This is an optimization exercise on Yosys and OpenROAD, whose aim is small area, a short achievable clock period and few clock cycles per item, not a production implementation.

// alarm_sched
module alarm_sched (
    input  wire        clk,
    input  wire        rst,
    input  wire        cmd_valid,
    input  wire [63:0] cmd,
    output wire        cmd_ready,
    output reg         rsp_valid,
    output reg  [31:0] rsp_data,
    output wire [2:0]  rsp_fault,
    output wire        rsp_pend
);
For scale: about 2400 cells after synthesis, roughly 19000 sq um of cells after synthesis.
export LEC_CHECK = 0
export ABC_AREA = 1
export CAP_MARGIN = 20
export CORE_MARGIN = 2
export CORE_UTILIZATION = 40
export CTS_CLUSTER_DIAMETER = 100
export CTS_CLUSTER_SIZE = 24
export SLEW_MARGIN = 20
export DONT_USE_CELLS = sky130_fd_sc_hd__ha_1 sky130_fd_sc_hd__ha_2 sky130_fd_sc_hd__ha_4 sky130_fd_sc_hd__fa_1 sky130_fd_sc_hd__fa_2 sky130_fd_sc_hd__fa_4
export BUFFER_PORTS_ARGS = -buffer_cell sky130_fd_sc_hd__buf_2
create_clock -name core_clock -period 45.0 [get_ports {clk}]
standard.sh (not shown) runs the stock make flow with config.mk's settings and CLKGATE_MAP_FILE= SYNTH_SCRIPT=/design/flow/synth_recipe.tcl, a recipe that flattens the netlist after the stock synthesis.
==> flow/flow/run.sh <==
#!/bin/bash
# The standard layout with two changes to the ORFS settings:
#  - the full and half adder cells are kept out of the design (the
#    platform's other don't-use cells are still appended by its config), so
#    ORFS skips extract_fa and abc maps the arithmetic itself;
#  - every port is still buffered, with buf_2 in place of ORFS's default
#    port buffer (clkdlybuf4s50_1, a slow delay cell).
set -euo pipefail
cat >> config.mk <<'EOC'
export DONT_USE_CELLS = sky130_fd_sc_hd__ha_1 sky130_fd_sc_hd__ha_2 sky130_fd_sc_hd__ha_4 sky130_fd_sc_hd__fa_1 sky130_fd_sc_hd__fa_2 sky130_fd_sc_hd__fa_4
export BUFFER_PORTS_ARGS = -buffer_cell sky130_fd_sc_hd__buf_2
EOC
bash standard.sh finish > flow_make.log 2>&1
Rerun with:
--- a/flow/design.v
+++ b/flow/design.v
@@ -66,44 +66,26 @@
     reg        cq_v;
     reg  [7:0] cq_op;
     reg        cq_z1;          
     reg        cq_z2;          
     reg  [2:0] cq_a;           
     reg [16:0] cq_d;           
-    reg        cq_bz;          
-    reg        cq_big;         
-    reg  [2:0] cq_cls;         
+    reg        cq_z17;         
     assign cmd_ready = rdy;
     wire acc       = cmd_valid & rdy;
     wire acc_multi = acc & (cmd[63:62] == 2'b00) & (cmd[60:57] == 4'b0000) &
                      (cmd[61] ^ cmd[56]);
     wire acc_reset = acc & (cmd[63:56] == OP_RESET);
     wire acc_tset  = acc & cmd[58] & ~cmd[56];
-    wire [31:0] cb = cmd[31:0];
-    reg [2:0] class_code;
-    always @* begin
-        if (cb == 32'd0)
-            class_code = 3'd3;
-        else if (rge(cb, 32'd950) && rge(32'd1250, cb))
-            class_code = 3'd0;
-        else if (rge(cb, 32'd2050) && rge(32'd2350, cb))
-            class_code = 3'd1;
-        else if (rge(cb, 32'd13350) && rge(32'd13650, cb))
-            class_code = 3'd2;
-        else
-            class_code = 3'd4;
-    end
     always @(posedge clk) begin
         cq_op <= {2'b00, cmd[61:56]};
         cq_z1 <= (|cmd[63:62]) | (|cmd[55:45]);
         cq_z2 <= |cmd[44:35];
         cq_a  <= cmd[34:32];
-        cq_d  <= cb[16:0];
-        cq_bz <= (cb == 32'd0);
-        cq_big <= rge(cb, 32'd86400);
-        cq_cls <= class_code;
+        cq_d  <= cmd[16:0];
+        cq_z17 <= (cmd[31:17] == 15'd0);
         rst_q <= rst;
         cq_v  <= acc & ~rst;
     end
     reg [31:0] cnt;
     reg [16:0] off;
     reg        en, pend, sun;
@@ -118,13 +100,13 @@
     reg [2:0]  dq;              
     reg        hv;              
     reg        cvb;             
     reg [2:0]  cv;              
     assign rsp_fault = fault;
     assign rsp_pend  = pend;
-    wire b_zero = cq_bz;
+    wire b_zero = cq_z17 & (cq_d == 17'd0);
     wire a_zero = (cq_a == 3'd0);
     wire z_hi   = cq_z1 | cq_z2;
     wire is_reset = cq_op == OP_RESET;
     wire is_sec   = cq_op == OP_SEC;
     wire is_class = cq_op == OP_CLASS;
     wire is_ainit = cq_op == OP_AINIT;
@@ -137,15 +119,29 @@
     wire legal =
         ((is_reset | is_sec | is_ainit | is_aserv | is_tget) & ~z_hi & a_zero & b_zero) |
         ((is_class | is_tset) & ~z_hi & a_zero) |
         (is_aset & ~z_hi) |
         (is_aget & ~z_hi & b_zero);
     wire day7     = (cq_a == 3'd7);
-    wire secs_big = cq_big;
+    wire secs_big = ~cq_z17 | rge({15'd0, cq_d}, 32'd86400);
+    wire [31:0] cb = {cq_z17 ? 15'd0 : 15'h7fff, cq_d};
+    reg  [2:0]  class_code;
+    always @* begin
+        if (b_zero)
+            class_code = 3'd3;
+        else if (rge(cb, 32'd950) && rge(32'd1250, cb))
+            class_code = 3'd0;
+        else if (rge(cb, 32'd2050) && rge(32'd2350, cb))
+            class_code = 3'd1;
+        else if (rge(cb, 32'd13350) && rge(32'd13650, cb))
+            class_code = 3'd2;
+        else
+            class_code = 3'd4;
+    end
     reg         lo_sel;          
-    wire [31:0] div_src = cnt;
+    wire [31:0] div_src = (cq_v & is_tset) ? {cnt[31:17], cq_d} : cnt;
     reg  [10:0] r_w;
     reg  [2:0]  q_w;
     reg  [7:0]  bits_w;
     reg  [3:0]  t_w;
     reg  [32:0] d_w;
     integer     j;
@@ -258,17 +254,19 @@
         lo_sel <= ~rst & ((acc_multi & hv_n) | (ph_n == 2'd1));
         cv <= cvb ? cv + 3'd1 : 3'd0;
         rsp_data <= 32'd0;
         if (one & good) begin
             if (is_tget)  rsp_data <= cnt;
             if (is_aget)  rsp_data <= {15'd0, rd};
-            if (is_class) rsp_data <= {29'd0, cq_cls};
+            if (is_class) rsp_data <= {29'd0, class_code};
             if (sv_go & ~sv_ovf) rsp_data <= sun ? 32'd1 : 32'd2;
         end
         if (one & is_sec)
             cnt <= cnt_inc;
+        if (one & is_tset)
+            cnt[16:0] <= cq_d;
         for (k = 0; k < 7; k = k + 1) begin
             if ((one & is_aset & (cq_a == k)) | (cvb & (cv == k)))
                 tbl_s[k] <= tbl_wd;
             if (one & is_aset & (cq_a == k))
                 tbl_v[k] <= 1'b1;
         end
@@ -315,9 +313,9 @@
             en    <= 1'b0;
             pend  <= 1'b0;
             fault <= F_NONE;
             tbl_v <= 7'd0;
         end
         if (acc_tset)
-            cnt <= cb;
+            cnt[31:17] <= cmd[31:17];
     end
 endmodule
What happened: The new run completed with no timing, DRC or antenna violations; worst hold slack degrades by 0.0032 ns; global-route usage is lower by 1.1 points; final area is higher by 1.6%; synthesized cell count is higher by 3.4%.
No functional check of the RTL was part of any run of this note.

static timing again, ports no longer ideal:
The results above use ideal ports. As a check the final layouts listed here were re-extracted and re-timed, cells and wires unchanged.
Step 1 assumes that a clkbuf_16 drives the clock port and a buf_2 every other input.
Step 2 moves the port delays by t, midway between the first and last clock arrival at a register: inputs arrive t later, outputs are due t later. That takes back most of the time a late clock gives input paths.
a / b / c = no drivers / after step 1 / after step 2; a / b = the first two.
run | t, ns | setup slack, ns | clock arrival spread, ns | cell pins on the clock port's net
the first run | 0.586 | 34.548 / 34.574 / 33.988 | 0.032 / 0.032 | 1
the second run | 0.603 | 34.722 / 34.670 / 34.266 | 0.043 / 0.043 | 1
After both steps setup and hold are still met in every run listed. The setup slack of the first run, which loses most, moves by +0.026 ns with the drivers and by -0.560 ns with both steps.
